This design comes from an exercise in tuning for small area on the open sky130 flow, not from production work.
The RTL was checked by simulation tests, not by an equivalence proof against the original design.
Power and IR drop assume default switching activity.

$ cat design/flow/flow/run.sh
#!/bin/bash
# Standard layout with two changes: ports are buffered with the smallest
# buffer, and clock tree synthesis uses small buffers without dummy loads.
set -euo pipefail
export BUFFER_PORTS_ARGS="-buffer_cell sky130_fd_sc_hd__buf_1"
export CTS_ARGS="-sink_clustering_enable -repair_clock_nets -dont_use_dummy_load -buf_list sky130_fd_sc_hd__clkbuf_16 -sink_clustering_size 20 -sink_clustering_max_diameter 60"
bash standard.sh > run_standard.log 2>&1
$ cat design/flow/standard.sh
#!/bin/bash
# synth_recipe.tcl (not shown) runs the flow's synth.tcl, then flattens the netlist and writes it again
# the make line also repeats each setting of config.mk as NAME=value (left out here)
make -C /OpenROAD-flow-scripts/flow DESIGN_CONFIG=/design/flow/config.mk WORK_HOME=/design/flow/orfs CLKGATE_MAP_FILE= SYNTH_SCRIPT=/design/flow/synth_recipe.tcl "${@:-finish}"
$ cat design/flow/config.mk
export PLATFORM = sky130hd
export DESIGN_NAME = updc
export DESIGN_NICKNAME = updc
export VERILOG_FILES = /design/flow/design.v
export SDC_FILE = /design/flow/constraint.sdc
export NUM_CORES = 4
export LEC_CHECK = 0
export CAP_MARGIN = 20
export CORE_MARGIN = 2
export CORE_UTILIZATION = 40
export PLACE_DENSITY = 0.6
export SLEW_MARGIN = 20
$ cat design/flow/constraint.sdc
create_clock -name core_clock -period 100.0 [get_ports {clk}]
set_input_delay 20.0000 -clock core_clock [delete_from_list [all_inputs] [get_ports {clk}]]
set_output_delay 20.0000 -clock core_clock [all_outputs]
set_load 0.01 [all_outputs]
$ cat design/flow/design.v
module updc_voice (
    input      [4:0]  q,
    input             s,
    input      [1:0]  mode,
    output     [11:0] sample
);
    reg [10:0] mag;
    always @(*) begin
        case (q)
            5'd0: mag = 11'd0;
            5'd1: mag = 11'd129;
            5'd2: mag = 11'd257;
            5'd3: mag = 11'd384;
            5'd4: mag = 11'd509;
            5'd5: mag = 11'd633;
            5'd6: mag = 11'd754;
            5'd7: mag = 11'd872;
            5'd8: mag = 11'd986;
            5'd9: mag = 11'd1097;
            5'd10: mag = 11'd1203;
            5'd11: mag = 11'd1305;
            5'd12: mag = 11'd1401;
            5'd13: mag = 11'd1492;
            5'd14: mag = 11'd1577;
            5'd15: mag = 11'd1656;
            5'd16: mag = 11'd1728;
            5'd17: mag = 11'd1794;
            5'd18: mag = 11'd1852;
            5'd19: mag = 11'd1903;
            5'd20: mag = 11'd1947;
            5'd21: mag = 11'd1983;
            5'd22: mag = 11'd2011;
            5'd23: mag = 11'd2031;
            5'd24: mag = 11'd2043;
            5'd25: mag = 11'd2047;
            default: mag = 11'd0;
        endcase
    end
    wire [10:0] m = mode[1] ? {1'b0, mag[10:1]} : mag;
    reg [11:0] off;
    reg        seen;
    integer    i;
    always @(*) begin
        seen = 1'b0;
        for (i = 0; i < 12; i = i + 1) begin
            off[i] = (i < 11 ? m[i] : 1'b0) ^ (s & seen);
            seen   = seen | (i < 11 ? m[i] : 1'b0);
        end
    end
    assign sample = (mode == 2'd0) ? 12'd2048 : {~off[11], off[10:0]};
endmodule
module updc (
    input             clk,
    input             rst,
    input             echo,
    input             btn1,
    input             btn2,
    input             adc_done,
    input      [11:0] adc_data,
    input             bus_en,
    input             bus_we,
    input      [7:0]  bus_addr,
    input      [31:0] bus_wdata,
    output            trig,
    output     [11:0] dac_out,
    output reg        dac_we,
    output            led1,
    output            led2,
    output            irq,
    output reg [31:0] bus_rdata
);
    localparam [14:0] IDLE_TICKS = 15'd30000;
    localparam [2:0] R_IDLE = 3'd0, R_TRIG_LOW = 3'd1, R_TRIG_HIGH = 3'd2,
                     R_WAIT_STALE = 3'd3, R_WAIT_RISE = 3'd4, R_COUNT = 3'd5,
                     R_CONVERT = 3'd6;
    localparam [3:0] SILENCE = 4'd8;
    reg        rng_done, rng_tmo, syn_done, seq_start, seq_done, vol_upd;
    reg        err_cmd, err_busy, err_lock;
    reg [8:0]  irq_en;
    reg [31:0] tmo;
    reg [31:0] dist_q;
    reg [31:0] pwcnt;
    reg [2:0]  rng_st;
    reg [31:0] rcnt;         
    reg [31:0] dacc;         
    reg [3:0]  drem;         
    reg        tmo_en;
    reg [31:0] tmo_left;
    reg        adc_pend;
    reg [11:0] adc_q;
    reg [11:0] adc_raw;
    reg        vol_ok;
    reg        firing;
    reg        mel_on;       
    reg [14:0] idle_cnt;
    reg [3:0]  snap_note;
    reg [1:0]  snap_oct;
    reg [3:0]  cur_note;
    reg [1:0]  cur_oct;
    reg        btn1_q, btn2_q;
    reg        fa, fdiv;
    reg [16:0] fx;           
    reg [7:0]  frem;         
    reg        fs, fup;      
    reg [4:0]  fq;
    reg [9:0]  fw;
    reg        ma, mdiv;
    reg [1:0]  mrep;
    reg        ms, mup;
    reg [4:0]  mq;
    reg [9:0]  mw;
    reg        lw;           
    reg [1:0]  dmode;        
    function [31:0] inc32(input [31:0] a, input cin);
        integer i; reg c;
        begin c = cin; for (i = 0; i < 32; i = i + 1) begin inc32[i] = a[i] ^ c; c = c & a[i]; end end
    endfunction
    function [31:0] dec32(input [31:0] a);
        integer i; reg b;
        begin b = 1'b1; for (i = 0; i < 32; i = i + 1) begin dec32[i] = a[i] ^ b; b = b & ~a[i]; end end
    endfunction
    function [14:0] dec15(input [14:0] a, input bin);
        integer i; reg b;
        begin b = bin; for (i = 0; i < 15; i = i + 1) begin dec15[i] = a[i] ^ b; b = b & ~a[i]; end end
    endfunction
    function [9:0] dec10(input [9:0] a, input bin);
        integer i; reg b;
        begin b = bin; for (i = 0; i < 10; i = i + 1) begin dec10[i] = a[i] ^ b; b = b & ~a[i]; end end
    endfunction
    function [3:0] inc4(input [3:0] a);
        integer i; reg c;
        begin c = 1'b1; for (i = 0; i < 4; i = i + 1) begin inc4[i] = a[i] ^ c; c = c & a[i]; end end
    endfunction
    function [6:0] step_pos(input s, input up, input [4:0] q);
        integer i; reg c;
        reg [4:0] qn;
        begin
            c = 1'b1;
            for (i = 0; i < 5; i = i + 1) begin qn[i] = q[i] ^ c; c = c & (q[i] ^ ~up); end
            if (up)
                step_pos = {s, !(q == 5'd24), qn};
            else if (q == 5'd0)
                step_pos = {1'b1, 1'b1, 5'd1};
            else if (s && (q == 5'd1))
                step_pos = {1'b0, 1'b1, 5'd0};
            else
                step_pos = {s, 1'b0, qn};
        end
    endfunction
    function [32:0] add32s(input [31:0] a, input [6:0] b);
        integer i; reg c, bi;
        begin
            c = 1'b0;
            for (i = 0; i < 32; i = i + 1) begin
                bi = (i < 7) ? b[i] : 1'b0;
                add32s[i] = a[i] ^ bi ^ c;
                c = (a[i] & bi) | (c & (a[i] ^ bi));
            end
            add32s[32] = c;
        end
    endfunction
    function [8:0] sub8(input [7:0] a, input [7:0] b, input bin);
        integer i; reg w;
        begin
            w = bin;
            for (i = 0; i < 8; i = i + 1) begin
                sub8[i] = a[i] ^ b[i] ^ w;
                w = (~a[i] & b[i]) | (w & ~(a[i] ^ b[i]));
            end
            sub8[8] = w;
        end
    endfunction
    function [17:0] sub17(input [16:0] a, input [1:0] b, input bin);
        integer i; reg w, bi;
        begin
            w = bin;
            for (i = 0; i < 17; i = i + 1) begin
                bi = (i < 2) ? b[i] : 1'b0;
                sub17[i] = a[i] ^ bi ^ w;
                w = (~a[i] & bi) | (w & ~(a[i] ^ bi));
            end
            sub17[17] = w;
        end
    endfunction
    function lt16(input [15:0] a, input [15:0] b);
        integer i; reg l;
        begin
            l = 1'b0;
            for (i = 0; i < 16; i = i + 1) l = (~a[i] & b[i]) | (~(a[i] ^ b[i]) & l);
            lt16 = l;
        end
    endfunction
    wire [5:0] slot      = bus_addr[7:2];
    wire       wr        = bus_en && bus_we;
    wire       wr_cmd    = wr && (slot == 6'h00);
    wire       wr_status = wr && (slot == 6'h01);
    wire       wr_irq_en = wr && (slot == 6'h02);
    wire       wr_tmo    = wr && (slot == 6'h03);
    wire [3:0]  op      = bus_wdata[3:0];
    wire [3:0]  c_note  = bus_wdata[7:4];
    wire [1:0]  c_oct   = bus_wdata[9:8];
    wire [15:0] c_dur   = bus_wdata[31:16];
    wire hi_zero = (bus_wdata[31:4] == 28'd0);
    wire illegal = (op == 4'h2) ? ((bus_wdata[15:10] != 6'd0) || (c_note > 4'd8) || (c_oct == 2'd3))
                 : !(((op == 4'h0) || (op == 4'h1) || (op == 4'h3)) && hi_zero);
    wire cmd_ok      = wr_cmd && !illegal;
    wire cmd_measure = cmd_ok && (op == 4'h1);
    wire cmd_play    = cmd_ok && (op == 4'h2);
    wire cmd_rearm   = cmd_ok && (op == 4'h3);
    wire rng_idle    = (rng_st == R_IDLE);
    wire measure_go  = cmd_measure && rng_idle;
    wire play_go     = cmd_play && !firing && !fa;
    wire rearm_go    = cmd_rearm && !firing;
    wire set_err_cmd  = wr_cmd && illegal;
    wire set_err_lock = (cmd_play || cmd_rearm) && firing;
    wire set_err_busy = (cmd_measure && !rng_idle) || (cmd_play && !firing && fa);
    wire [1:0] vlevel = !vol_ok ? 2'd0 : lt16({4'd0, adc_raw}, 16'd500) ? 2'd1 :
                        lt16({4'd0, adc_raw}, 16'd3501) ? 2'd2 : 2'd0;
    wire [16:0] play_x = c_oct[1] ? {c_dur, 1'b0} : {1'b0, c_dur};
    wire        x_le3  = (play_x[16:2] == 15'd0);
    wire        x_le2  = x_le3 && !(play_x[1] && play_x[0]);
    wire        x_le1  = (play_x[16:1] == 16'd0);
    wire        reps0  = (c_note[2:0] <= 3'd2) ? x_le3 :
                         (c_note[2:0] == 3'd7) ? x_le1 : x_le2;
    wire play_silent = (c_note == SILENCE) || (c_oct == 2'd0) ||
                       (vlevel == 2'd0) || reps0;
    wire fv_load     = play_go && !play_silent;
    wire       mel_last = mel_on && (cur_note == 4'd7);      
    wire [3:0] mel_idx  = mel_on ? inc4(cur_note) : 4'd0;
    wire expire     = !firing && !rearm_go && (idle_cnt[14:1] == 14'd0);
    wire mel_next   = firing && !ma && !mel_last;
    wire mel_exit   = firing && !ma && mel_last;
    wire mv_load    = mel_next && (vlevel != 2'd0);
    reg [9:0] per_m1;
    always @(*) begin
        case ({cur_oct[1], cur_note[2:0]})
            4'd0: per_m1 = 10'd611;
            4'd1: per_m1 = 10'd544;
            4'd2: per_m1 = 10'd484;
            4'd3: per_m1 = 10'd457;
            4'd4: per_m1 = 10'd407;
            4'd5: per_m1 = 10'd363;
            4'd6: per_m1 = 10'd323;
            4'd7: per_m1 = 10'd305;
            4'd8: per_m1 = 10'd305;
            4'd9: per_m1 = 10'd271;
            4'd10: per_m1 = 10'd241;
            4'd11: per_m1 = 10'd228;
            4'd12: per_m1 = 10'd203;
            4'd13: per_m1 = 10'd181;
            4'd14: per_m1 = 10'd161;
            default: per_m1 = 10'd152;
        endcase
    end
    reg [1:0] c1;
    reg [7:0] c0;
    always @(*) begin
        case (cur_note[2:0])
            3'd0: begin c1 = 2'd3; c0 = 8'd132; end
            3'd1: begin c1 = 2'd3; c0 = 8'd65;  end
            3'd2: begin c1 = 2'd3; c0 = 8'd5;   end
            3'd3: begin c1 = 2'd2; c0 = 8'd138; end
            3'd4: begin c1 = 2'd2; c0 = 8'd88;  end
            3'd5: begin c1 = 2'd2; c0 = 8'd44;  end
            3'd6: begin c1 = 2'd2; c0 = 8'd4;   end
            default: begin c1 = 2'd1; c0 = 8'd146; end
        endcase
    end
    wire       f_step  = fa && !firing;
    wire       fw_zero = (fw == 10'd0);
    wire       f_slot  = f_step && fw_zero;
    wire [8:0] rem_d   = sub8(frem, c0, 1'b0);
    wire       rem_b   = rem_d[8];
    wire [17:0] fx_d   = sub17(fx, c1, rem_b);
    wire       f_nz    = !fx_d[17];           
    wire       fv_we   = f_slot && f_nz;
    wire       fv_done = f_slot && !f_nz;
    wire       f_wrap  = fs && !fup && (fq == 5'd2);    
    wire       mw_zero = (mw == 10'd0);
    wire       m_slot  = ma && mw_zero;
    wire       mv_we   = m_slot && (mrep != 2'd0);
    wire       m_done  = m_slot && (mrep == 2'd0);
    wire       m_wrap  = ms && !mup && (mq == 5'd2);
    wire st_trig_hi  = (rng_st == R_TRIG_HIGH);
    wire st_wait_st  = (rng_st == R_WAIT_STALE);
    wire st_wait_ri  = (rng_st == R_WAIT_RISE);
    wire st_count    = (rng_st == R_COUNT);
    wire convert     = (rng_st == R_CONVERT);
    wire in_trig     = (rng_st == R_TRIG_LOW) || st_trig_hi;
    wire in_echo_phase = st_wait_st || st_wait_ri || st_count;
    wire trig_end    = st_trig_hi && (rcnt[7:0] == 8'd191);
    wire tmo_fire    = in_echo_phase && tmo_en && !(st_count && !echo) &&
                       (tmo_left == 32'd1);
    wire rcnt_max    = &rcnt;
    wire cnt_step    = (st_wait_ri || st_count) && echo && !rcnt_max;
    wire rcnt_clr    = rng_idle || st_wait_st || trig_end;
    wire dacc_clr    = !(st_wait_ri || st_count || convert);
    wire        q_step   = (rcnt[1:0] == 2'd3);       
    wire        r9       = (drem == 4'd9);
    wire [6:0]  d_inc    = !cnt_step ? 7'd0 : q_step ? (r9 ? 7'd79 : 7'd78) : 7'd77;
    wire [32:0] dacc_sum = add32s(dacc, d_inc);
    always @(posedge clk) begin
        adc_q    <= adc_data;
        tmo_left <= trig_end ? tmo : dec32(tmo_left);
        if (trig_end) tmo_en <= (tmo != 32'd0);
        rcnt <= rcnt_clr ? 32'd0 : inc32(rcnt, in_trig || cnt_step);
        dacc <= dacc_clr ? 32'd0 : (dacc_sum[31:0] | {32{dacc_sum[32]}});
        if (dacc_clr)
            drem <= 4'd0;
        else if (cnt_step && q_step)
            drem <= r9 ? 4'd0 : inc4(drem);
        if (fv_load) begin
            fdiv <= (vlevel == 2'd2);
            fx   <= play_x;
            frem <= 8'd0;
        end else if (fv_we && f_wrap) begin
            fx   <= fx_d[16:0];
            frem <= rem_b ? sub8(rem_d[7:0], 8'd96, 1'b0) : rem_d[7:0];
        end
        if (mv_load) begin
            mdiv <= (vlevel == 2'd2);
            mrep <= (mel_on && (cur_note == 4'd6)) ? 2'd2 : 2'd1;    
        end else if (mv_we && m_wrap) begin
            mrep <= {mrep[1] & mrep[0], ~mrep[0]};
        end
        if (fv_we)
            lw <= 1'b0;
        else if (mv_we)
            lw <= 1'b1;
    end
    always @(posedge clk) begin
        if (rst) begin
            rng_done  <= 1'b0; rng_tmo  <= 1'b0; syn_done <= 1'b0;
            seq_start <= 1'b0; seq_done <= 1'b0; vol_upd  <= 1'b0;
            err_cmd   <= 1'b0; err_busy <= 1'b0; err_lock <= 1'b0;
            irq_en    <= 9'd0;
            tmo       <= 32'd0;
            dist_q    <= 32'd0;
            pwcnt     <= 32'd0;
            rng_st    <= R_IDLE;
            adc_pend  <= 1'b0;
            adc_raw   <= 12'd0;
            vol_ok    <= 1'b0;
            firing    <= 1'b0;
            mel_on    <= 1'b0;
            idle_cnt  <= IDLE_TICKS;
            snap_note <= SILENCE;
            snap_oct  <= 2'd0;
            cur_note  <= SILENCE;
            cur_oct   <= 2'd0;
            btn1_q    <= 1'b0;
            btn2_q    <= 1'b0;
            fa        <= 1'b0;
            fs        <= 1'b1; fup <= 1'b0; fq <= 5'd1;
            fw        <= 10'd0;
            ma        <= 1'b0;
            ms        <= 1'b1; mup <= 1'b0; mq <= 5'd1;
            mw        <= 10'd0;
            dmode     <= 2'd0;
            dac_we    <= 1'b0;
        end else begin
            rng_done  <= (convert || tmo_fire) || (rng_done  && !(wr_status && bus_wdata[4]));
            rng_tmo   <= tmo_fire              || (rng_tmo   && !(wr_status && bus_wdata[5]));
            syn_done  <= (play_go && play_silent) || fv_done ||
                                                  (syn_done  && !(wr_status && bus_wdata[6]));
            seq_start <= expire                || (seq_start && !(wr_status && bus_wdata[7]));
            seq_done  <= mel_exit              || (seq_done  && !(wr_status && bus_wdata[8]));
            vol_upd   <= adc_pend              || (vol_upd   && !(wr_status && bus_wdata[9]));
            err_cmd   <= set_err_cmd           || (err_cmd   && !(wr_status && bus_wdata[10]));
            err_busy  <= set_err_busy          || (err_busy  && !(wr_status && bus_wdata[11]));
            err_lock  <= set_err_lock          || (err_lock  && !(wr_status && bus_wdata[12]));
            if (wr_irq_en) irq_en <= bus_wdata[12:4];
            if (wr_tmo)    tmo    <= bus_wdata;
            case (rng_st)
                R_IDLE:       if (measure_go) rng_st <= R_TRIG_LOW;
                R_TRIG_LOW:   if (rcnt[4:0] == 5'd31) rng_st <= R_TRIG_HIGH;
                R_TRIG_HIGH:  if (trig_end) rng_st <= R_WAIT_STALE;
                R_WAIT_STALE, R_WAIT_RISE, R_COUNT: begin
                    if (tmo_fire) begin
                        rng_st <= R_IDLE;
                        dist_q <= 32'hFFFFFFFF;
                        pwcnt  <= rcnt;
                    end else if (st_wait_st) begin
                        if (!echo) rng_st <= R_WAIT_RISE;
                    end else if (st_wait_ri) begin
                        if (echo) rng_st <= R_COUNT;
                    end else begin
                        if (!echo) rng_st <= R_CONVERT;
                    end
                end
                R_CONVERT: begin
                    dist_q <= dacc;
                    pwcnt  <= rcnt;
                    rng_st <= R_IDLE;
                end
                default: rng_st <= R_IDLE;
            endcase
            adc_pend <= adc_done;
            if (adc_pend) begin
                adc_raw <= adc_q;
                vol_ok  <= 1'b1;
            end
            btn1_q  <= btn1;
            btn2_q  <= btn2;
            if (play_go) begin
                cur_note <= c_note;
                cur_oct  <= c_oct;
            end
            idle_cnt <= (rearm_go || mel_exit) ? IDLE_TICKS : dec15(idle_cnt, !firing);
            if (expire) begin
                firing  <= 1'b1;
                if (play_go) begin
                    snap_note <= c_note;
                    snap_oct  <= c_oct;
                end else begin
                    snap_note <= cur_note;
                    snap_oct  <= cur_oct;
                end
                cur_oct <= 2'd1;
            end else if (mel_next) begin
                cur_note <= mel_idx;
                mel_on   <= 1'b1;
            end else if (mel_exit) begin
                cur_note <= snap_note;
                cur_oct  <= snap_oct;
                firing   <= 1'b0;
                mel_on   <= 1'b0;
            end
            if (fv_load)      fa <= 1'b1;
            else if (fv_done) fa <= 1'b0;
            if (fv_we) {fs, fup, fq} <= step_pos(fs, fup, fq);
            fw <= fv_we ? per_m1 : dec10(fw, f_step && !fw_zero);
            if (mv_load)     ma <= 1'b1;
            else if (m_done) ma <= 1'b0;
            if (mv_we) {ms, mup, mq} <= step_pos(ms, mup, mq);
            mw <= mv_we ? per_m1 : dec10(mw, ma && !mw_zero);
            if (fv_we)
                dmode <= {fdiv, !fdiv};
            else if (mv_we)
                dmode <= {mdiv, !mdiv};
            dac_we <= fv_we || mv_we;
        end
    end
    updc_voice u_dac (
        .q(lw ? mq : fq), .s(lw ? ms : fs), .mode(dmode), .sample(dac_out)
    );
    wire [8:0] sticky = {err_lock, err_busy, err_cmd, vol_upd, seq_done,
                         seq_start, syn_done, rng_tmo, rng_done};
    wire [1:0] oct_sel = {!btn1_q && btn2_q, btn1_q && !btn2_q};
    assign trig = st_trig_hi;
    assign led1 = oct_sel[0];
    assign led2 = oct_sel[1];
    assign irq  = |(sticky & irq_en);
    wire [15:0] dcm = dist_q[31:16];
    reg  [3:0]  mnote;
    always @(*) begin
        if (lt16(dcm, 16'd10) || !lt16(dcm, 16'd50)) mnote = SILENCE;
        else if (lt16(dcm, 16'd15)) mnote = 4'd7;
        else if (lt16(dcm, 16'd20)) mnote = 4'd6;
        else if (lt16(dcm, 16'd25)) mnote = 4'd5;
        else if (lt16(dcm, 16'd30)) mnote = 4'd4;
        else if (lt16(dcm, 16'd35)) mnote = 4'd3;
        else if (lt16(dcm, 16'd40)) mnote = 4'd2;
        else if (lt16(dcm, 16'd45)) mnote = 4'd1;
        else mnote = 4'd0;
    end
    wire rd = bus_en && !bus_we && !rst;
    wire [15:0] sel;
    genvar gi;
    generate
        for (gi = 0; gi < 16; gi = gi + 1) begin : g_sel
            assign sel[gi] = rd && (bus_addr[7:6] == 2'd0) && (bus_addr[5:2] == gi);
        end
    endgenerate
    always @(*) begin
        bus_rdata = ({32{sel[1]}}  & {19'd0, sticky, 1'b0, firing, fa, !rng_idle}) |
                    ({32{sel[2]}}  & {19'd0, irq_en, 4'd0}) |
                    ({32{sel[3]}}  & tmo) |
                    ({32{sel[4]}}  & dist_q) |
                    ({32{sel[5]}}  & pwcnt) |
                    ({32{sel[6]}}  & {28'd0, mnote}) |
                    ({32{sel[7]}}  & {13'd0, adc_pend, vlevel, 4'd0, adc_raw}) |
                    ({32{sel[8]}}  & {26'd0, cur_oct, cur_note}) |
                    ({32{sel[9]}}  & {28'd0, btn2_q, btn1_q, oct_sel}) |
                    ({32{sel[10]}} & {17'd0, idle_cnt}) |
                    ({32{sel[11]}} & {20'd0, ma, firing, snap_oct, snap_note, mel_idx}) |
                    ({32{sel[12]}} & {15'd0, dac_we, 4'd0, dac_out});
    end
endmodule
==> run notes, run 1 <==
number of rows created at floorplan=77; clock latency (worst-skew pair)=just over 0.6 ns; count of boundary I/O pins=~110; Power Dens Cells=around 14 mW/mm^2; clock tree root buffer cell=clkbuf_16; share of the synthesized area in the top cell type=a little over a third; fraction of power consumed by sequential logic=~53%; series of cell instances along the critical path=clkbuf_4 > nor2_1 > and3b_1 > nand2_1 > nor2_1 > a32oi_1 > nand3_1 > a21oi_1 > o31ai_1 > buf_1; number of global-route vias before repair=14.4k; reported max-cap violation count=0; IR drop worst, VDD=~16 uV; maximum clock insertion buffer count=3; combined area of all synthesized cells=0.0179 sq mm; share of synthesized flip-flops with an asynchronous set or reset=0%; final hold violation count=0; Die Footprint=between 0.04 and 0.05 sq mm; H-Tree Depth=1; Post-synth top flop=dfxtp_1; initial antenna violation count=0; area leader, netlist=dfxtp_1; die height=216 um; result of the run=complete, no violations; net switching share of the total power=26.2%; Synthesized Nets=2345; detailed router's first-iteration violation count=roughly 1.4k; Setup crit end kind=primary output; Setup Viol. Count Final=0; NetSw=about 72 uW; number of cells after detailed placement=between 2k and 3k; Avg Synthesized Cell Area=8.46 sq um; count of TritonRoute iterations in the first routing pass=7; final worst-path cycle share=42.9%; number of vias after detailed routing=15.3k; EDFF count, synth=22; P&R area growth vs syn=8.66%; worst reg2reg path endpoint=fx[10]; RSZ-0062 raised after global routing=no; fraction of the yosys area taken by sequential cells=39.6%; max-slew violation count=0; count of distinct cell types in the synthesized netlist=just under 90; required time worst endpoint=80.00 ns; fraction of power consumed by the clock network=approximately 37%; Port Buffers=106; number of sinks handled by clock tree synthesis=around 340; drt total wl=roughly 53000 um; placeable core area=approximately 0.044 sq mm; Post-CTS Hold Fix Bufs=0; Mapped Cells=between 2k and 2.5k; achievable clock frequency=23.3 MHz; detailed-route vias per instance=~5.6; drt wl/cell=between 15 and 20 um; Sum Neg Setup Slack=0 ns; final weighted congestion in routability-driven placement=about 1; worst clock skew=about 0.079 ns; Setup crit start kind=input pin; number of cells on the worst reg-to-reg path=35; pin count of the biggest net entering global routing=80; slowest CP cell=nor2_1; slew of the pin with the lowest slew margin=1.16 ns; post-route DRC violation count=0; TritonCTS clock tree=yes; class of the tightest hold or removal check=reg2reg; setup fix buffers added after clock tree synthesis=0; slowest cell delay on critical path=0.94 ns; most common cell type on the critical path=nor2_1; Hold Slack=about 0.43 ns; number of CTS-inserted buffers=30; first-pass GRT wire length=83200 um; layout net count=approximately 2.4k; Worst Setup Path Type=in2out; GR Util All Layers=22.6%; cell internal pwr=around 200 uW; number of resized instances in the post-cts repair step=0; worst max-slew margin expressed relative to the limit=between 20 and 25%; starting density of the core=between 40% and 50%; fraction of final layout cells sized beyond drive strength 1=4.62%; die width=~220 um; register-to-register setup slack=90.10 ns; Antenna Violating Nets Remaining=0; number of storage elements in the synthesis netlist=~340; Lkg Pwr=8.16 nW; hold wc startpoint=rcnt[1]; maximum fanout along the worst path=45; clock-pin slew of the registers on the worst-case setup and hold paths=around 0.080 ns; startpoint of the worst register-to-register path=cur_note[1]; Crit path arrival time=~23 ns; total number of yosys warnings=2; Congestion Overflow GR=0; combinational power share=between 10% and 20%; largest cells by area after synthesis=dfxtp_1 36%, ha_1 10%, nor2_1 6.1%; Non-Filler Instances=around 2.7k; Hold Path Cell Cnt=2; synth cell count leaders=322 x dfxtp_1, 290 x nor2_1, 225 x nand2_1; most used standard cell by instance count after synthesis=dfxtp_1; post-layout minimum cycle time=around 43 ns; DP Wirelength=between 40000 and 50000 um; share of the core filled with cells in the final layout=between 40% and 50%; Worst Hold Path EP=pwcnt[1]
## state kept, by name (all words and copies together) (netlist names), 3 cells and up
| register | count |
|---|---|
| idle_cnt | 15 |
| snap_note | 4 |
| frem | 8 |
| tmo_left | 32 |
| adc_raw | 12 |
| fx | 17 |
| irq_en | 9 |
| adc_q | 12 |
| tmo | 32 |
| mw | 10 |
| rng_st | 3 |
| mq | 5 |
| dacc | 32 |
| pwcnt | 32 |
| fq | 5 |
| cur_note | 4 |
| drem | 4 |
| dist_q | 32 |
| rcnt | 32 |
| fw | 10 |
## cell usage in the layout (no fill, tap or decap), types with 7 or more instances in the layout
| cell | instances |
|---|---|
| and3_1 | 7 |
| nor2b_1 | 14 |
| o211ai_1 | 13 |
| buf_1 | 104 |
| xnor2_1 | 21 |
| nand2_1 | 224 |
| dfxtp_1 | 322 |
| a31oi_1 | 9 |
| ha_1 | 150 |
| o21ai_0 | 49 |
| edfxtp_1 | 22 |
| nand3b_1 | 7 |
| nor4_1 | 35 |
| mux2i_1 | 67 |
| a22o_1 | 13 |
| buf_4 | 21 |
| clkbuf_16 | 30 |
| fa_1 | 13 |
| nand4_1 | 19 |
| inv_1 | 139 |
| a222oi_1 | 19 |
| nand3_1 | 21 |
| a22oi_1 | 25 |
| or3_1 | 8 |
| a211oi_1 | 44 |
| xor2_1 | 10 |
| and2_1 | 40 |
| a221oi_1 | 20 |
| nor3_1 | 98 |
| a21oi_1 | 156 |
| nor2_1 | 285 |
| nand2b_1 | 11 |
## metal layers
metal	routed length (um)	GRT usage, %	share of wire [%]
met5	0	0	0
met4	1510	5.86	2.8
met3	3100	3.37	5.8
met2	24700	37.5	46
met1	24100	30.5	45
## final cells by class
cell class	instances	area (sq um)
fillers	4441	24700
well taps	592	741
inverters	142	533
diodes	1	2.50
repair buffers	127	561
clock buffers	30	751
multi-input cells	1501	9810
flip-flops and latches	344	7110
## how the worst max path moves through the flow
stage	depth (start not counted)	from	slack (ns)	end
after floorplan	8	bus_addr[7]	58.12	bus_rdata[11]
after global placement	10	rst	57.25	bus_rdata[0]
after detailed placement	10	rst	57.28	bus_rdata[0]
after CTS	10	rst	57.27	bus_rdata[0]
after global routing	10	rst	57.01	bus_rdata[2]
final	10	rst	57.12	bus_rdata[0]
## metrics by stage
step           instance area (sq um)  setup WS, ns  power, mW
2_1_floorplan                  17900         58.12      0.167
3_3_place_gp                   18700         57.25      0.176
3_5_place_dp                   18700         57.28      0.176
4_1_cts                        19500         57.27      0.277
5_1_grt                        19500         57.01      0.286
6_report                       19500         57.12      0.275
## power by group through the flow
stage | clock network (mW) | registers, mW | logic (mW)
6_report | 0.101 | 0.145 | 0.0290
4_1_cts | 0.104 | 0.144 | 0.0290
3_3_place_gp | 0 | 0.147 | 0.0285
3_5_place_dp | 0 | 0.148 | 0.0289
2_1_floorplan | 0 | 0.145 | 0.0219
5_1_grt | 0.109 | 0.145 | 0.0325
## kinds of logic after synthesis
kind of cell / share of synthesized area (%)
simple gates: 20.7
mux: 4.83
flops: 39.6
buf+inv: 6.02
fa+ha+maj: 12.0
xor+xnor: 1.51
compound gates: 15.4
## critical path, delay by kind of cell
family	cells	cell delay, ns
compound gates	3	0.42
buf+inv	2	0.56
simple gates	5	1.87
==> run 2, diff against run 1 <==
==> design/flow/run.sh (new file) <==
#!/bin/bash
# synth_recipe.tcl (not shown) runs the flow's synth.tcl, then flattens the netlist and writes it again
# the make line also repeats each setting of config.mk as NAME=value (left out here)
make -C /OpenROAD-flow-scripts/flow DESIGN_CONFIG=/design/flow/config.mk WORK_HOME=/design/flow/orfs CLKGATE_MAP_FILE= SYNTH_SCRIPT=/design/flow/synth_recipe.tcl finish
--- a/design/flow/config.mk
+++ b/design/flow/config.mk
@@ -8,5 +8,8 @@
 export CAP_MARGIN = 20
 export CORE_MARGIN = 2
 export CORE_UTILIZATION = 40
+export CTS_BUF_LIST = sky130_fd_sc_hd__clkbuf_16
+export CTS_CLUSTER_DIAMETER = 60
+export CTS_CLUSTER_SIZE = 20
 export PLACE_DENSITY = 0.6
 export SLEW_MARGIN = 20
removed: design/flow/flow/run.sh
removed: design/flow/standard.sh
==> run notes, run 2 <==
number of rows created at floorplan=77 (unchanged); class of the tightest hold or removal check=reg2reg (unchanged); Die Footprint=0.0466 sq mm (unchanged); total chip power=298 uW (was 275 uW); most used standard cell by instance count after synthesis=dfxtp_1 (unchanged); die height=216 um (unchanged); number of storage elements in the synthesis netlist=344 (unchanged); drt total wl=54200 um (was 53400 um); NetSw=83.0 uW (was 72.2 uW); Hold Path Cell Cnt=2 (unchanged); first-pass GRT wire length=84000 um (was 83200 um); layout net count=2370 (was 2369); number of global-route vias before repair=14.4k (about the same); startpoint of the worst register-to-register path=cur_note[0] (was cur_note[1]); Port Buffers=106 (unchanged); max-slew violation count=0 (unchanged); starting density of the core=40.6% (unchanged); post-layout minimum cycle time=43.81 ns (was 42.88 ns); maximum fanout along the worst path=17 (was 45); reported max-cap violation count=0 (unchanged); fraction of met2 tracks used by global routing=37.2% (was 37.5%); kind of cell adding the most delay to the critical path=buffers and inverters (was simple AND/OR/NAND/NOR gates); combined area of all synthesized cells=0.0179 sq mm (unchanged); fraction of final layout cells sized beyond drive strength 1=5.58% (was 4.62%); Congestion Overflow GR=0 (unchanged); number of vias after detailed routing=15.3k (about the same); number of CTS-inserted buffers=30 (unchanged); required time worst endpoint=80.00 ns (about the same); Crit path arrival time=23.81 ns (was 22.88 ns); slowest cell delay on critical path=1.04 ns (was 0.94 ns); maximum clock insertion buffer count=3 (unchanged); fraction of power consumed by sequential logic=48.5% (was 52.6%); clock latency (worst-skew pair)=0.60 ns (was 0.61 ns); share of synthesized flip-flops with an asynchronous set or reset=0% (unchanged); Sum Neg Setup Slack=0 ns (unchanged); Setup crit end kind=primary output (unchanged); largest cells by area after synthesis=dfxtp_1 36%, ha_1 10%, nor2_1 6.1% (unchanged); final worst-path cycle share=43.8% (was 42.9%); final hold violation count=0 (unchanged); series of cell instances along the critical path=clkdlybuf4s50_1 > nand2_1 > nor2_1 > a22oi_1 > nand4_1 > a21oi_1 > o21ai_0 > clkdlybuf4s50_1 (was clkbuf_4 > nor2_1 > and3b_1 > nand2_1 > nor2_1 > a32oi_1 > nand3_1 > a21oi_1 > o31ai_1 > buf_1); drt wl/cell=19.6 um (was 19.5 um); GR Util All Layers=22.9% (was 22.6%); EDFF count, synth=22 (unchanged); pin count of the biggest net entering global routing=82 (was 80); placeable core area=0.0442 sq mm (unchanged); detailed router's first-iteration violation count=1328 (was 1371); Lkg Pwr=8.56 nW (was 8.16 nW); final weighted congestion in routability-driven placement=0.980 (was 0.979); DP Wirelength=40200 um (was 40100 um); clock-pin slew of the registers on the worst-case setup and hold paths=0.08 ns (about the same); hold wc startpoint=pwcnt[13] (was rcnt[1]); most utilized layer in the global route result=met2 (unchanged); die width=216 um (unchanged); result of the run=complete, no violations (unchanged); worst clock skew=0.0481 ns (was 0.0795 ns); number of sinks handled by clock tree synthesis=344 (unchanged); cell internal pwr=215 uW (was 203 uW); slowest CP cell=clkdlybuf4s50_1 (was nor2_1); count of TritonRoute iterations in the first routing pass=8 (was 7); worst reg2reg path endpoint=fx[10] (unchanged); count of boundary I/O pins=109 (unchanged); synth cell count leaders=322 x dfxtp_1, 290 x nor2_1, 225 x nand2_1 (unchanged); fraction of the yosys area taken by sequential cells=39.6% (unchanged); Post-CTS Hold Fix Bufs=0 (unchanged); worst max-slew margin expressed relative to the limit=15.0% (was 22.1%); number of cells on the worst reg-to-reg path=40 (was 35); M1 GR Usage=31.0% (was 30.5%); highest-count cells in the layout ignoring fill and taps=322 x dfxtp_1, 285 x nor2_1, 224 x nand2_1, 157 x a21oi_1, 150 x ha_1 (was 322 x dfxtp_1, 285 x nor2_1, 224 x nand2_1, 156 x a21oi_1, 150 x ha_1); register-to-register setup slack=90.73 ns (was 90.10 ns); post-route DRC violation count=0 (unchanged); IR drop worst, VDD=12.1 uV (was 15.5 uV); slew of the pin with the lowest slew margin=1.27 ns (was 1.16 ns); Post-synth top flop=dfxtp_1 (unchanged); Worst Hold Path EP=pwcnt[13] (was pwcnt[1]); Setup Viol. Count Final=0 (unchanged); initial antenna violation count=0 (unchanged); most common cell type on the critical path=clkdlybuf4s50_1 (was nor2_1); detailed-route vias per instance=5.55 (was 5.59); share of the core filled with cells in the final layout=46.2% (was 44.1%); leading cell type in the layout, fill and taps excluded=dfxtp_1 (unchanged); number of resized instances in the post-cts repair step=0 (unchanged); Antenna Violating Nets Remaining=0 (unchanged); total number of yosys warnings=2 (unchanged); Avg Synthesized Cell Area=8.46 sq um (unchanged); area leader, netlist=dfxtp_1 (unchanged); share of the synthesized area in the top cell type=35.9% (unchanged); fraction of power consumed by the clock network=41.2% (was 36.9%); Synthesized Nets=2345 (unchanged); Mapped Cells=2122 (unchanged); startpoint of the worst setup timing path=bus_addr[2] (was rst); met3 capacity usage during global routing=3.35% (was 3.37%); clock tree root buffer cell=clkbuf_16 (unchanged); TritonCTS clock tree=yes (unchanged); RSZ-0062 raised after global routing=no (unchanged); Setup crit start kind=input pin (unchanged); Worst Setup Path Type=in2out (unchanged); combinational power share=10.4% (was 10.6%); number of buffers and inverters on the critical path=2 (unchanged); net switching share of the total power=27.9% (was 26.2%); Power Dens Cells=14.6 mW/mm^2 (was 14.1 mW/mm^2); achievable clock frequency=22.8 MHz (was 23.3 MHz); count of distinct cell types in the synthesized netlist=87 (unchanged); H-Tree Depth=1 (unchanged); P&R area growth vs syn=13.9% (was 8.66%); setup fix buffers added after clock tree synthesis=0 (unchanged)
run 2: changes by cell type in the layout (fill, tap and decap cells not counted), sizes merged, moves of 3 or more:
cell / previous run / this run
inv: 141 / 154
buf: 125 / 23
clkinv: 1 / 8
clkinvlp: 0 / 3
clkdlybuf4s50: 0 / 105
run 2: tightest hold or removal path, stage by stage (launching register included):
cell	delay [ns]
dfxtp_1	0.32
nand2_1	0.05
a21oi_1	0.05
run 2: per-layer routing:
| layer | vias up | share of wire (%) |
|---|---|---|
| li1 | 7477 | - |
| met5 | - | 0 |
| met4 | 0 | 3.4 |
| met1 | 7278 | 45 |
| met3 | 95 | 6.4 |
| met2 | 488 | 45 |
run 2: power groups by stage:
stage          combinational (mW)  sequential (mW)  clock, mW
6_report                   0.0308            0.144      0.123
3_3_place_gp               0.0300            0.147          0
4_1_cts                    0.0307            0.144      0.126
5_1_grt                    0.0337            0.145      0.131
2_1_floorplan              0.0219            0.145          0
3_5_place_dp               0.0306            0.147          0
run 2: through the flow:
step | instances | setup slack [ns] | instance area (sq um) | hold WS (ns)
detailed placement | 2707 | 56.37 | 19400 | 0.452
finish | 2763 | 56.19 | 20400 | 0.462
CTS | 2762 | 56.36 | 20400 | 0.463
global route | 2762 | 56.13 | 20400 | 0.485
floorplan | 2122 | 58.12 | 17900 | 0.431
global placement | 2707 | 56.37 | 19400 | 0.448
run 2: worst max-delay path by stage:
stage,end,slack (ns),cells after the start
after CTS,bus_rdata[2],56.36,10
after global routing,bus_rdata[2],56.13,10
after global placement,bus_rdata[2],56.37,8
after detailed placement,bus_rdata[2],56.37,10
after floorplan,bus_rdata[11],58.12,8
final,bus_rdata[2],56.19,8
run 2: cell type report:
type,count,area [sq um]
Clock buffer,30,751
Inverter,142,533
Antenna cell,1,2.50
Sequential cell,344,7110
Timing Repair Buffer,128,1230
Tap cell,592,741
Clock inverter,25,279
Fill cell,4355,23800
Multi-Input combinational cell,1501,9810
run 2: cell families (layout without fill, tap and decap cells):
kind of cell    Yosys count  in the layout  share of synthesized area, %
compound gates          417            417                          15.4
xor+xnor                 31             31                          1.51
fa+ha+maj               164            164                          12.0
buf+inv                 277            325                          6.02
flops                   344            344                          39.6
mux                      81             81                          4.83
other cells               0              1                             0
simple gates            808            808                          20.7
==> run 3, diff against run 2 <==
--- a/design/flow/design.v
+++ b/design/flow/design.v
@@ -84,6 +84,7 @@
     reg [31:0] rcnt;         
     reg [31:0] dacc;         
     reg [3:0]  drem;         
+    reg        dsat;         
     reg        tmo_en;
     reg [31:0] tmo_left;
     reg        adc_pend;
@@ -304,7 +305,8 @@
         tmo_left <= trig_end ? tmo : dec32(tmo_left);
         if (trig_end) tmo_en <= (tmo != 32'd0);
         rcnt <= rcnt_clr ? 32'd0 : inc32(rcnt, in_trig || cnt_step);
-        dacc <= dacc_clr ? 32'd0 : (dacc_sum[31:0] | {32{dacc_sum[32]}});
+        dacc <= dacc_clr ? 32'd0 : dacc_sum[31:0];
+        dsat <= !dacc_clr && (dsat || dacc_sum[32]);
         if (dacc_clr)
             drem <= 4'd0;
         else if (cnt_step && q_step)
@@ -389,7 +391,7 @@
                     end
                 end
                 R_CONVERT: begin
-                    dist_q <= dacc;
+                    dist_q <= dacc | {32{dsat}};
                     pwcnt  <= rcnt;
                     rng_st <= R_IDLE;
                 end
==> design/flow/flow/run.sh (new file) <==
#!/bin/bash
# Standard layout with two changes: ports are buffered with the smallest
# buffer, and clock tree synthesis uses small buffers without dummy loads.
set -euo pipefail
export BUFFER_PORTS_ARGS="-buffer_cell sky130_fd_sc_hd__buf_1"
export CTS_ARGS="-sink_clustering_enable -repair_clock_nets -dont_use_dummy_load -buf_list sky130_fd_sc_hd__clkbuf_16 -sink_clustering_size 25 -sink_clustering_max_diameter 80"
bash standard.sh > run_standard.log 2>&1
==> design/flow/standard.sh (new file) <==
#!/bin/bash
# synth_recipe.tcl (not shown) runs the flow's synth.tcl, then flattens the netlist and writes it again
# the make line also repeats each setting of config.mk as NAME=value (left out here)
make -C /OpenROAD-flow-scripts/flow DESIGN_CONFIG=/design/flow/config.mk WORK_HOME=/design/flow/orfs CLKGATE_MAP_FILE= SYNTH_SCRIPT=/design/flow/synth_recipe.tcl "${@:-finish}"
--- a/design/flow/config.mk
+++ b/design/flow/config.mk
@@ -8,8 +8,5 @@
 export CAP_MARGIN = 20
 export CORE_MARGIN = 2
 export CORE_UTILIZATION = 40
-export CTS_BUF_LIST = sky130_fd_sc_hd__clkbuf_16
-export CTS_CLUSTER_DIAMETER = 60
-export CTS_CLUSTER_SIZE = 20
 export PLACE_DENSITY = 0.6
 export SLEW_MARGIN = 20
removed: design/flow/run.sh
==> run notes, run 3 <==
number of diodes=0 (was 1); share of the synthesized area in the top cell type=35.8% (was 35.9%); setup fix buffers added after clock tree synthesis=0 (unchanged); slowest cell delay on critical path=0.70 ns (was 1.04 ns); Die Footprint=0.0468 sq mm (was 0.0466 sq mm); share of synthesized flip-flops with an asynchronous set or reset=0% (unchanged); synth cell count leaders=323 x dfxtp_1, 250 x nand2_1, 191 x nor2_1 (was 322 x dfxtp_1, 290 x nor2_1, 225 x nand2_1); fraction of the yosys area taken by sequential cells=39.5% (was 39.6%); first-pass GRT wire length=83600 um (was 84000 um); highest-count cells in the layout ignoring fill and taps=323 x dfxtp_1, 248 x nand2_1, 188 x nor2_1, 162 x a21oi_1, 153 x ha_1 (was 322 x dfxtp_1, 285 x nor2_1, 224 x nand2_1, 157 x a21oi_1, 150 x ha_1); Setup crit end kind=primary output (unchanged); EDFF count, synth=22 (unchanged); clock latency (worst-skew pair)=0.57 ns (was 0.60 ns); number of sinks handled by clock tree synthesis=345 (was 344); count of boundary I/O pins=109 (unchanged); area leader, netlist=dfxtp_1 (unchanged); final weighted congestion in routability-driven placement=0.930 (was 0.980); layout net count=2304 (was 2370); die width=216 um (about the same); DP Wirelength=40100 um (was 40200 um); drt wl/cell=20.3 um (was 19.6 um); RSZ-0062 raised after global routing=no (unchanged); combined area of all synthesized cells=0.0180 sq mm (was 0.0179 sq mm); Worst Setup Path Type=in2out (unchanged); Power Dens Cells=13.0 mW/mm^2 (was 14.6 mW/mm^2); Antenna Violating Nets Remaining=0 (unchanged); result of the run=complete, no violations (unchanged); final hold violation count=0 (unchanged); Post-synth top flop=dfxtp_1 (unchanged); fraction of final layout cells sized beyond drive strength 1=6.50% (was 5.58%); worst max-slew margin expressed relative to the limit=31.0% (was 15.0%); slew of the pin with the lowest slew margin=1.03 ns (was 1.27 ns); starting density of the core=40.6% (about the same); number of rows created at floorplan=77 (unchanged); post-route DRC violation count=0 (unchanged); die height=216 um (about the same); detailed-route vias per instance=5.69 (was 5.55); number of cells on the worst reg-to-reg path=39 (was 40); Setup crit start kind=input pin (unchanged); slowest CP cell=clkbuf_4 (was clkdlybuf4s50_1); P&R area growth vs syn=7.67% (was 13.9%); Setup Viol. Count Final=0 (unchanged); final worst-path cycle share=43.0% (was 43.8%); pin count of the biggest net entering global routing=74 (was 82); Sum Neg Setup Slack=0 ns (unchanged); maximum clock insertion buffer count=3 (unchanged); H-Tree Depth=1 (unchanged); largest cells by area after synthesis=dfxtp_1 36%, ha_1 11%, nand2_1 5.2% (was dfxtp_1 36%, ha_1 10%, nor2_1 6.1%); GR Util All Layers=22.7% (was 22.9%); register-to-register setup slack=90.30 ns (was 90.73 ns); Congestion Overflow GR=0 (unchanged); Mapped Cells=2057 (was 2122); clock-pin slew of the registers on the worst-case setup and hold paths=0.08 ns (about the same); total of fill cells in the finished design=4414 (was 4355); Worst Hold Path EP=pwcnt[1] (was pwcnt[13]); number of resized instances in the post-cts repair step=0 (unchanged); achievable clock frequency=23.3 MHz (was 22.8 MHz); hold wc startpoint=pwcnt[1] (was pwcnt[13]); number of storage elements in the synthesis netlist=345 (was 344); startpoint of the worst register-to-register path=cur_note[2] (was cur_note[0]); series of cell instances along the critical path=clkbuf_4 > nor2_1 > nand4b_1 > nor2_2 > buf_4 > a222oi_1 > nand2_1 > a21oi_1 > o21ai_0 > buf_1 (was clkdlybuf4s50_1 > nand2_1 > nor2_1 > a22oi_1 > nand4_1 > a21oi_1 > o21ai_0 > clkdlybuf4s50_1); class of the tightest hold or removal check=reg2reg (unchanged); worst clock skew=0.0494 ns (was 0.0481 ns); clock tree root buffer cell=clkbuf_16 (unchanged); number of CTS-inserted buffers=23 (was 30); total number of yosys warnings=2 (unchanged); TritonCTS clock tree=yes (unchanged); Crit path arrival time=23.00 ns (was 23.81 ns); Avg Synthesized Cell Area=8.77 sq um (was 8.46 sq um); worst reg2reg path endpoint=frem[6] (was fx[10]); total chip power=252 uW (was 298 uW); max-slew violation count=0 (unchanged); Lkg Pwr=8.16 nW (was 8.56 nW); initial antenna violation count=1 (was 0); post-layout minimum cycle time=43.00 ns (was 43.81 ns); reported max-cap violation count=0 (unchanged); number of vias after detailed routing=15.2k (was 15.3k); required time worst endpoint=80.00 ns (about the same); IR drop worst, VDD=11.3 uV (was 12.1 uV); Post-CTS Hold Fix Bufs=0 (unchanged); detailed router's first-iteration violation count=1428 (was 1328); number of global-route vias before repair=14.0k (was 14.4k); count of TritonRoute iterations in the first routing pass=6 (was 8); most used standard cell by instance count after synthesis=dfxtp_1 (unchanged); Hold Path Cell Cnt=2 (unchanged); Port Buffers=106 (unchanged); count of distinct cell types in the synthesized netlist=92 (was 87); Synthesized Nets=2283 (was 2345); leading cell type in the layout, fill and taps excluded=dfxtp_1 (unchanged); placeable core area=0.0444 sq mm (was 0.0442 sq mm); drt total wl=54100 um (was 54200 um); maximum fanout along the worst path=70 (was 17); share of the core filled with cells in the final layout=43.7% (was 46.2%)
[run 3: cell types whose count changed in the layout (fill, tap and decap cells not counted), moves of 9 or more]
cell,before,now
o221a_2,0,32
and3_1,7,40
nand2_1,224,248
nand3_1,21,33
clkdlybuf4s50_1,105,0
a221oi_1,20,11
buf_1,0,104
a222oi_1,19,33
nor2b_1,14,23
nor2_1,285,188
nor3_1,97,25
[run 3: logic make-up (layout without fill, tap and decap cells)]
| family | Yosys count | count (layout) | share of synthesized area, % |
|---|---|---|---|
| and+or+nand+nor | 718 | 718 | 18.8 |
| xor gates and xnor gates | 31 | 31 | 1.50 |
| AOI/OAI and AO/OA | 450 | 450 | 17.5 |
| adders and majority gates | 166 | 166 | 12.1 |
| buffers and inverters | 269 | 288 | 5.82 |
| muxes | 78 | 78 | 4.79 |
| DFF | 345 | 345 | 39.5 |
[run 3: where the power goes]
part           internal [mW]  switching [mW]
clock network         0.0408          0.0464
logic                0.00864          0.0149
registers              0.140         0.00170
[run 3: layer usage]
layer	vias up	global-route usage (%)	wire length (um)
met1	7322	30.9	24100
met2	465	38.0	25600
met5	-	0	13
met4	2	6.05	1350
li1	7331	-	-
met3	71	2.60	3050
[run 3: how the worst max path moves through the flow]
stage / start / endpoint / slack [ns]
floorplan: rst / bus_rdata[9] / 58.25
global route: rst / bus_rdata[0] / 56.91
finish: rst / bus_rdata[0] / 57.00
detailed placement: rst / bus_rdata[0] / 56.81
CTS: rst / bus_rdata[0] / 56.80
global placement: rst / bus_rdata[0] / 56.90
[run 3: area by class of cell]
cell class / count / area, sq um / share of cell area (%)
well taps: 592 / 741 / 3.81
repair buffers: 125 / 546 / 2.81
flip-flops and latches: 345 / 7130 / 36.7
inverters: 140 / 526 / 2.71
multi-input cells: 1443 / 9910 / 51.0
clock buffers: 23 / 576 / 2.96
[run 3: stage by stage]
stage	setup slack [ns]	hold WS, ns	cell area (sq um)	cells
finish	57.00	0.459	19400	2668
global route	56.91	0.485	19400	2668
CTS	56.80	0.459	19400	2668
detailed placement	56.81	0.447	18800	2645
global placement	56.90	0.445	18800	2645
floorplan	58.25	0.431	18000	2057
[run 3: worst max-delay path, delay by kind of cell]
family / cells / cell delay, ns
buffers and inverters: 3 / 1.14
AOI/OAI and AO/OA: 3 / 1.10
and+or+nand+nor: 4 / 0.73
==> run 4, diff against run 3 <==
--- a/design/flow/design.v
+++ b/design/flow/design.v
@@ -93,7 +93,7 @@
     reg        vol_ok;
     reg        firing;
     reg        mel_on;       
-    reg [14:0] idle_cnt;
+    reg [14:0] idle_cnt;     
     reg [3:0]  snap_note;
     reg [1:0]  snap_oct;
     reg [3:0]  cur_note;
@@ -109,7 +109,6 @@
     reg [1:0]  mrep;
     reg        ms, mup;
     reg [4:0]  mq;
-    reg [9:0]  mw;
     reg        lw;           
     reg [1:0]  dmode;        
     function [31:0] inc32(input [31:0] a, input cin);
@@ -277,7 +276,7 @@
     wire       fv_we   = f_slot && f_nz;
     wire       fv_done = f_slot && !f_nz;
     wire       f_wrap  = fs && !fup && (fq == 5'd2);    
-    wire       mw_zero = (mw == 10'd0);
+    wire       mw_zero = (idle_cnt[9:0] == 10'd0);
     wire       m_slot  = ma && mw_zero;
     wire       mv_we   = m_slot && (mrep != 2'd0);
     wire       m_done  = m_slot && (mrep == 2'd0);
@@ -357,7 +356,6 @@
             fw        <= 10'd0;
             ma        <= 1'b0;
             ms        <= 1'b1; mup <= 1'b0; mq <= 5'd1;
-            mw        <= 10'd0;
             dmode     <= 2'd0;
             dac_we    <= 1'b0;
         end else begin
@@ -408,7 +406,9 @@
                 cur_note <= c_note;
                 cur_oct  <= c_oct;
             end
-            idle_cnt <= (rearm_go || mel_exit) ? IDLE_TICKS : dec15(idle_cnt, !firing);
+            idle_cnt <= (rearm_go || mel_exit) ? IDLE_TICKS :
+                        mv_we ? {5'd0, per_m1} :
+                        dec15(idle_cnt, !firing || (ma && !mw_zero));
             if (expire) begin
                 firing  <= 1'b1;
                 if (play_go) begin
@@ -435,7 +435,6 @@
             if (mv_load)     ma <= 1'b1;
             else if (m_done) ma <= 1'b0;
             if (mv_we) {ms, mup, mq} <= step_pos(ms, mup, mq);
-            mw <= mv_we ? per_m1 : dec10(mw, ma && !mw_zero);
             if (fv_we)
                 dmode <= {fdiv, !fdiv};
             else if (mv_we)
@@ -484,7 +483,7 @@
                     ({32{sel[7]}}  & {13'd0, adc_pend, vlevel, 4'd0, adc_raw}) |
                     ({32{sel[8]}}  & {26'd0, cur_oct, cur_note}) |
                     ({32{sel[9]}}  & {28'd0, btn2_q, btn1_q, oct_sel}) |
-                    ({32{sel[10]}} & {17'd0, idle_cnt}) |
+                    ({32{sel[10] && !firing}} & {17'd0, idle_cnt}) |
                     ({32{sel[11]}} & {20'd0, ma, firing, snap_oct, snap_note, mel_idx}) |
                     ({32{sel[12]}} & {15'd0, dac_we, 4'd0, dac_out});
     end
--- a/design/flow/config.mk
+++ b/design/flow/config.mk
@@ -5,6 +5,7 @@
 export SDC_FILE = /design/flow/constraint.sdc
 export NUM_CORES = 4
 export LEC_CHECK = 0
+export ABC_AREA = 1
 export CAP_MARGIN = 20
 export CORE_MARGIN = 2
 export CORE_UTILIZATION = 40
==> run notes, run 4 <==
result of the run=complete, no violations (unchanged); kind of cell adding the most delay to the critical path=buffers and inverters (unchanged); total number of yosys warnings=2 (unchanged); area leader, netlist=dfxtp_1 (unchanged); logic depth of the worst setup path including buffers=11 (was 10); die width=213 um (was 216 um); Setup crit start kind=input pin (unchanged); highest-count cells in the layout ignoring fill and taps=407 x nand2_1, 369 x inv_1, 313 x dfxtp_1, 267 x nor2_1, 221 x o21ai_0 (was 323 x dfxtp_1, 248 x nand2_1, 188 x nor2_1, 162 x a21oi_1, 153 x ha_1); slowest CP cell=a2111oi_1 (was clkbuf_4); count of TritonRoute iterations in the first routing pass=5 (was 6); number of vias after detailed routing=15.8k (was 15.2k); number of global-route vias before repair=14.6k (was 14.0k); largest family of logic cells by synthesized area=simple AND/OR/NAND/NOR gates (unchanged); setup fix buffers added after clock tree synthesis=0 (unchanged); final hold violation count=0 (unchanged); Post-DP Area=0.0183 sq mm (was 0.0188 sq mm); P&R area growth vs syn=8.14% (was 7.67%); H-Tree Depth=1 (unchanged); register-to-register setup slack=90.63 ns (was 90.30 ns); detailed router's first-iteration violation count=1402 (was 1428); pin count of the biggest net entering global routing=99 (was 74); IR drop worst, VDD=10.2 uV (was 11.3 uV); drt wl/cell=18.4 um (was 20.3 um); fraction of the yosys area taken by sequential cells=39.7% (was 39.5%); DP Wirelength=42200 um (was 40100 um); Port Buffers=106 (unchanged); max-slew violation count=0 (unchanged); Mapped Cells=2335 (was 2057); worst clock skew=0.0503 ns (was 0.0494 ns); Synthesized Nets=2551 (was 2283); Post-CTS Hold Fix Bufs=0 (unchanged); Antenna Violating Nets Remaining=0 (unchanged); TritonCTS clock tree=yes (unchanged); Synth Area in Adders=11.8% (was 12.1%); clock latency (worst-skew pair)=0.53 ns (was 0.57 ns); worst reg2reg path endpoint=fx[10] (was frem[6]); most used standard cell by instance count after synthesis=nand2_1 (was dfxtp_1); GR Util All Layers=24.1% (was 22.7%); die height=213 um (was 216 um); combined area of all synthesized cells=0.0174 sq mm (was 0.0180 sq mm); number of storage elements in the synthesis netlist=335 (was 345); detailed-route vias per instance=5.33 (was 5.69); Sum Neg Setup Slack=0 ns (unchanged); area of all placed cells without fillers=0.0189 sq mm (was 0.0194 sq mm); number of sinks handled by clock tree synthesis=335 (was 345); series of cell instances along the critical path=buf_1 > buf_4 > clkinv_2 > nand3_1 > inv_1 > nand3_1 > inv_1 > a32o_1 > a2111oi_1 > nand2_1 > buf_1 (was clkbuf_4 > nor2_1 > nand4b_1 > nor2_2 > buf_4 > a222oi_1 > nand2_1 > a21oi_1 > o21ai_0 > buf_1); synth cell count leaders=408 x nand2_1, 370 x inv_1, 313 x dfxtp_1 (was 323 x dfxtp_1, 250 x nand2_1, 191 x nor2_1); startpoint of the worst setup timing path=rst (unchanged); achievable clock frequency=22.5 MHz (was 23.3 MHz); Congestion Overflow GR=0 (unchanged); RSZ-0062 raised after global routing=no (unchanged); Setup crit end kind=primary output (unchanged); number of cells on the worst reg-to-reg path=38 (was 39); final weighted congestion in routability-driven placement=0.986 (was 0.930); reported max-cap violation count=0 (unchanged); multiplexer share of the synthesized area=0.187% (was 4.79%); final worst-path cycle share=44.5% (was 43.0%); count of distinct cell types in the synthesized netlist=57 (was 92); Power Dens Cells=13.4 mW/mm^2 (was 13.0 mW/mm^2); initial antenna violation count=3 (was 1); count of boundary I/O pins=109 (unchanged); Crit path arrival time=24.45 ns (was 23.00 ns); share of synthesized flip-flops with an asynchronous set or reset=0% (unchanged); class of the tightest hold or removal check=reg2reg (unchanged); number of rows created at floorplan=76 (was 77); startpoint of the worst register-to-register path=cur_note[2] (unchanged); Lkg Pwr=9.01 nW (was 8.16 nW); fraction of synthesized cell area in xor and xnor cells=0.703% (was 1.50%); Setup Viol. Count Final=0 (unchanged); EDFF count, synth=22 (unchanged); drt total wl=54600 um (was 54100 um); Worst Setup Path Type=in2out (unchanged); required time worst endpoint=80.00 ns (about the same); layout net count=2602 (was 2304); worst max-slew margin expressed relative to the limit=30.6% (was 31.0%); total of fill cells in the finished design=4391 (was 4414); clock tree root buffer cell=clkbuf_16 (unchanged); Die Footprint=0.0453 sq mm (was 0.0468 sq mm); leading cell type in the layout, fill and taps excluded=nand2_1 (was dfxtp_1); clock-pin slew of the registers on the worst-case setup and hold paths=0.10 ns (was 0.08 ns); number of diodes=0 (unchanged); number of buffers and inverters on the critical path=6 (was 3); number of CTS-inserted buffers=20 (was 23); simple logic cell fraction of the synthesized area=21.5% (was 18.8%); maximum clock insertion buffer count=3 (unchanged); Avg Synthesized Cell Area=7.47 sq um (was 8.77 sq um); largest cells by area after synthesis=dfxtp_1 36%, ha_1 10%, nand2_1 8.8% (was dfxtp_1 36%, ha_1 11%, nand2_1 5.2%); post-layout minimum cycle time=44.45 ns (was 43.00 ns); slowest cell delay on critical path=0.80 ns (was 0.70 ns); Post-synth top flop=dfxtp_1 (unchanged); share of the synthesized area in the top cell type=35.9% (was 35.8%); number of resized instances in the post-cts repair step=0 (unchanged); placeable core area=0.0431 sq mm (was 0.0444 sq mm); starting density of the core=40.5% (was 40.6%); share of the core filled with cells in the final layout=43.8% (was 43.7%); first-pass GRT wire length=83800 um (was 83600 um); fraction of the mapped netlist area in compound gates=15.8% (was 17.5%); maximum fanout along the worst path=46 (was 70); worst setup path endpoint=bus_rdata[9] (was bus_rdata[0]); slew of the pin with the lowest slew margin=1.01 ns (was 1.03 ns); post-route DRC violation count=0 (unchanged); fraction of final layout cells sized beyond drive strength 1=3.57% (was 6.50%)
## run 4: routing by layer
metal / vias to the layer above / GRT usage (%) / routed length [um]
met5: - / 0 / 43
met4: 6 / 7.48 / 1780
met3: 92 / 3.84 / 4200
met2: 563 / 38.5 / 24200
met1: 7416 / 33.3 / 24400
li1: 7750 / - / -
## run 4: worst min path at each step
stage / startpoint / endpoint / slack (ns) / cells after the start
floorplan: tmo[24] / tmo_left[24] / 0.43 / 2
detailed placement: adc_q[1] / adc_raw[1] / 0.44 / 2
finish: adc_q[6] / adc_raw[6] / 0.46 / 2
global route: fa / fa / 0.49 / 2
CTS: adc_q[1] / adc_raw[1] / 0.47 / 2
global placement: adc_q[1] / adc_raw[1] / 0.44 / 2
## run 4: logic make-up after synthesis
group | count (synthesis)
and+or+nand+nor | 885
buffers and inverters | 473
AOI/OAI and AO/OA | 469
DFF | 335
adders and majority gates | 156
xor gates and xnor gates | 14
muxes | 3
## run 4: report_power, final
| group | leakage (nW) | total (mW) | internal, mW | switching, mW |
|---|---|---|---|---|
| clock | 0.246 | 0.0804 | 0.0357 | 0.0447 |
| sequential | 2.71 | 0.143 | 0.139 | 0.00373 |
| combinational | 6.05 | 0.0302 | 0.00820 | 0.0220 |
## run 4: through the flow
step | hold WS, ns | power, mW | worst slack, ns | std cells
detailed placement | 0.444 | 0.176 | 55.67 | 2948
CTS | 0.469 | 0.255 | 55.65 | 2968
finish | 0.459 | 0.254 | 55.55 | 2969
floorplan | 0.428 | 0.165 | 58.28 | 2335
global placement | 0.443 | 0.175 | 55.41 | 2947
global route | 0.492 | 0.264 | 55.34 | 2969
## run 4: worst min-delay path, cell delays in order (launching register included)
cell     delay [ns]
dfxtp_1        0.32
nor2_1         0.04
nor2_1         0.08
## run 4: final cells by class
cell class	count	area (sq um)	area share, %
clock buffer	20	500	2.65
multi-input combinational	1527	8740	46.4
inverter	383	1440	7.63
tap	585	732	3.88
timing repair buffer	119	517	2.74
sequential	335	6930	36.7
==> run 5, diff against run 4 <==
==> design/flow/flow/run.sh (replaced) <==
#!/bin/bash
# Standard layout with two changes: ports are buffered with the smallest
# buffer, and clock tree synthesis uses small buffers without dummy loads.
set -euo pipefail
export BUFFER_PORTS_ARGS="-buffer_cell sky130_fd_sc_hd__buf_1"
export CTS_ARGS="-sink_clustering_enable -repair_clock_nets -dont_use_dummy_load -buf_list sky130_fd_sc_hd__clkbuf_16 -sink_clustering_size 30 -sink_clustering_max_diameter 80"
bash standard.sh > run_standard.log 2>&1
--- a/design/flow/config.mk
+++ b/design/flow/config.mk
@@ -8,6 +8,6 @@
 export ABC_AREA = 1
 export CAP_MARGIN = 20
 export CORE_MARGIN = 2
-export CORE_UTILIZATION = 40
-export PLACE_DENSITY = 0.6
+export CORE_UTILIZATION = 65
+export PLACE_DENSITY = 0.8
 export SLEW_MARGIN = 20
==> run notes, run 5 <==
highest-count cells in the layout ignoring fill and taps=407 x nand2_1, 368 x inv_1, 313 x dfxtp_1, 266 x nor2_1, 221 x o21ai_0 (was 407 x nand2_1, 369 x inv_1, 313 x dfxtp_1, 267 x nor2_1, 221 x o21ai_0); drt total wl=50000 um (was 54600 um); EDFF count, synth=22 (unchanged); combined area of all synthesized cells=0.0174 sq mm (unchanged); Mapped Cells=2335 (unchanged); Post-synth top flop=dfxtp_1 (unchanged); Setup crit start kind=input pin (unchanged); count of TritonRoute iterations in the first routing pass=8 (was 5); Antenna Violating Nets Remaining=0 (unchanged); number of CTS-inserted buffers=16 (was 20); number of global-route vias before repair=15.0k (was 14.6k); combinational power share=12.3% (was 11.9%); detailed router's first-iteration violation count=1754 (was 1402); detailed-route vias per instance=5.94 (was 5.33); net switching share of the total power=27.7% (was 27.8%); leading cell type in the layout, fill and taps excluded=nand2_1 (unchanged); layout net count=2597 (was 2602); drt wl/cell=18.4 um (about the same); final weighted congestion in routability-driven placement=1.05 (was 0.986); achievable clock frequency=22.3 MHz (was 22.5 MHz); largest cells by area after synthesis=dfxtp_1 36%, ha_1 10%, nand2_1 8.8% (unchanged); Avg Synthesized Cell Area=7.47 sq um (unchanged); share of synthesized flip-flops with an asynchronous set or reset=0% (unchanged); most used standard cell by instance count after synthesis=nand2_1 (unchanged); Port Buffers=106 (unchanged); P&R area growth vs syn=5.59% (was 8.14%); number of sinks handled by clock tree synthesis=335 (unchanged); share of the core filled with cells in the final layout=70.3% (was 43.8%); RSZ-0062 raised after global routing=no (unchanged); DP Wirelength=37900 um (was 42200 um); clock latency (worst-skew pair)=0.52 ns (was 0.53 ns); fraction of power consumed by sequential logic=58.5% (was 56.4%); class of the tightest hold or removal check=reg2reg (unchanged); number of rows created at floorplan=59 (was 76); max-slew violation count=0 (unchanged); Setup crit end kind=primary output (unchanged); setup fix buffers added after clock tree synthesis=0 (unchanged); Lkg Pwr=8.94 nW (was 9.01 nW); Post-CTS Hold Fix Bufs=0 (unchanged); starting density of the core=66.5% (was 40.5%); H-Tree Depth=1 (unchanged); NetSw=67.5 uW (was 70.4 uW); maximum fanout along the worst path=58 (was 46); placeable core area=0.0262 sq mm (was 0.0431 sq mm); synth cell count leaders=408 x nand2_1, 370 x inv_1, 313 x dfxtp_1 (unchanged); initial antenna violation count=2 (was 3); pin count of the biggest net entering global routing=87 (was 99); Congestion Overflow GR=0 (unchanged); count of distinct cell types in the synthesized netlist=57 (unchanged); slew of the pin with the lowest slew margin=1.10 ns (was 1.01 ns); GR Util All Layers=35.4% (was 24.1%); Worst Setup Path Type=in2out (unchanged); register-to-register setup slack=90.66 ns (was 90.63 ns); reported max-cap violation count=0 (unchanged); clock tree root buffer cell=clkbuf_16 (unchanged); Die Footprint=0.0282 sq mm (was 0.0453 sq mm); result of the run=complete, no violations (unchanged); count of boundary I/O pins=109 (unchanged); total chip power=244 uW (was 254 uW); post-route DRC violation count=0 (unchanged); final worst-path cycle share=44.8% (was 44.5%); die width=168 um (was 213 um); Sum Neg Setup Slack=0 ns (unchanged); Setup Viol. Count Final=0 (unchanged); required time worst endpoint=80.00 ns (about the same); Synthesized Nets=2551 (unchanged); total number of yosys warnings=2 (unchanged); clock-pin slew of the registers on the worst-case setup and hold paths=0.11 ns (was 0.10 ns); area of the multi-input gates=0.00874 sq mm (about the same); Crit path arrival time=24.85 ns (was 24.45 ns); flip-flop and latch area=0.00693 sq mm (unchanged)
==> run 5: cell counts after synthesis <==
Identical to the previous run, type by type.
==> run 5: layout make-up <==
type                            instances  area share [%]
Multi-Input combinational cell       1527            47.4
Sequential cell                       335            37.6
Inverter                              383            7.81
Timing Repair Buffer                  118            2.65
Tap cell                              335            2.28
Clock buffer                           16            2.17
Antenna cell                            2          0.0272
==> run 5: critical path, cell delays in order <==
cell	delay, ns
buf_1	0.06
buf_4	0.35
clkinv_2	0.74
nand3_1	0.60
inv_1	0.24
nand3_1	0.51
inv_1	0.64
nand2_1	0.19
o211ai_1	0.14
a2111oi_1	0.89
o21ai_0	0.24
buf_1	0.19
==> run 5: kinds of logic after synthesis <==
logic type / synth area share, %
AO/OA/AOI/OAI: 15.8
XOR/XNOR: 0.703
adder cells (fa/ha/maj): 11.8
buffers and inverters: 10.4
flip-flops: 39.7
multiplexers: 0.187
AND/OR/NAND/NOR: 21.5
==> run 5: routing by layer <==
layer | wire length [um] | GRT usage (%)
met2 | 21400 | 54.2
met1 | 21500 | 49.6
met3 | 5270 | 8.02
met5 | 0 | 0
met4 | 1800 | 12.2
==> run 5: power by group through the flow <==
stage	sequential (mW)	combinational (mW)	clock, mW
after floorplan	0.144	0.0204	0
after global placement	0.145	0.0281	0
after detailed placement	0.146	0.0290	0
after CTS	0.143	0.0293	0.0716
after global routing	0.143	0.0339	0.0761
final	0.143	0.0300	0.0711
==> run 5: worst paths after layout <==
kind                    start            to  cells after the start
setup / recovery          rst  bus_rdata[4]                     12
hold / removal       adc_q[4]    adc_raw[4]                      2
setup reg to reg  cur_note[2]         fx[0]                     38
hold reg to reg      adc_q[4]    adc_raw[4]                      2
==> run 5: per-stage QoR <==
step | instance area [sq um] | hold WS [ns] | cells | setup slack, ns
after floorplan | 17400 | 0.428 | 2335 | 58.28
after global placement | 18000 | 0.447 | 2698 | 55.34
after detailed placement | 18000 | 0.448 | 2698 | 55.34
after CTS | 18400 | 0.450 | 2714 | 55.35
after global routing | 18400 | 0.492 | 2715 | 55.08
final | 18400 | 0.466 | 2716 | 55.15

-- static timing again, ports no longer ideal --
How much do the figures lean on ideal ports? The routed layouts below were timed once more, with nothing changed but the port constraints.
Step 1: set_driving_cell puts a clkbuf_16 on clk and a buf_2 on each other input, an assumption about the parent block.
Step 2 adds t to the input delays and takes it off the output delays; t is the mean of the earliest and latest rising clock arrival at the registers after step 1. Input paths then give back, and output paths get back, about the clock's delay inside the block.
Three values: ideal ports, drivers, drivers and shift; two values: the first two.
run	shift t [ns]	slack for setup (ns)	worst setup path at the end
run 1	0.626	57.116 / 57.096 / 57.096	input to output
run 2	0.639	56.188 / 56.141 / 56.141	input to output
run 3	0.593	56.999 / 56.976 / 56.976	input to output
run 4	0.568	55.546 / 55.515 / 55.515	input to output
run 5	0.553	55.154 / 55.130 / 55.130	input to output
After both steps setup and hold are still met in every run listed. For run 2, which loses most, drivers alone change the setup slack by -0.047 ns; drivers and shift together by -0.047 ns.
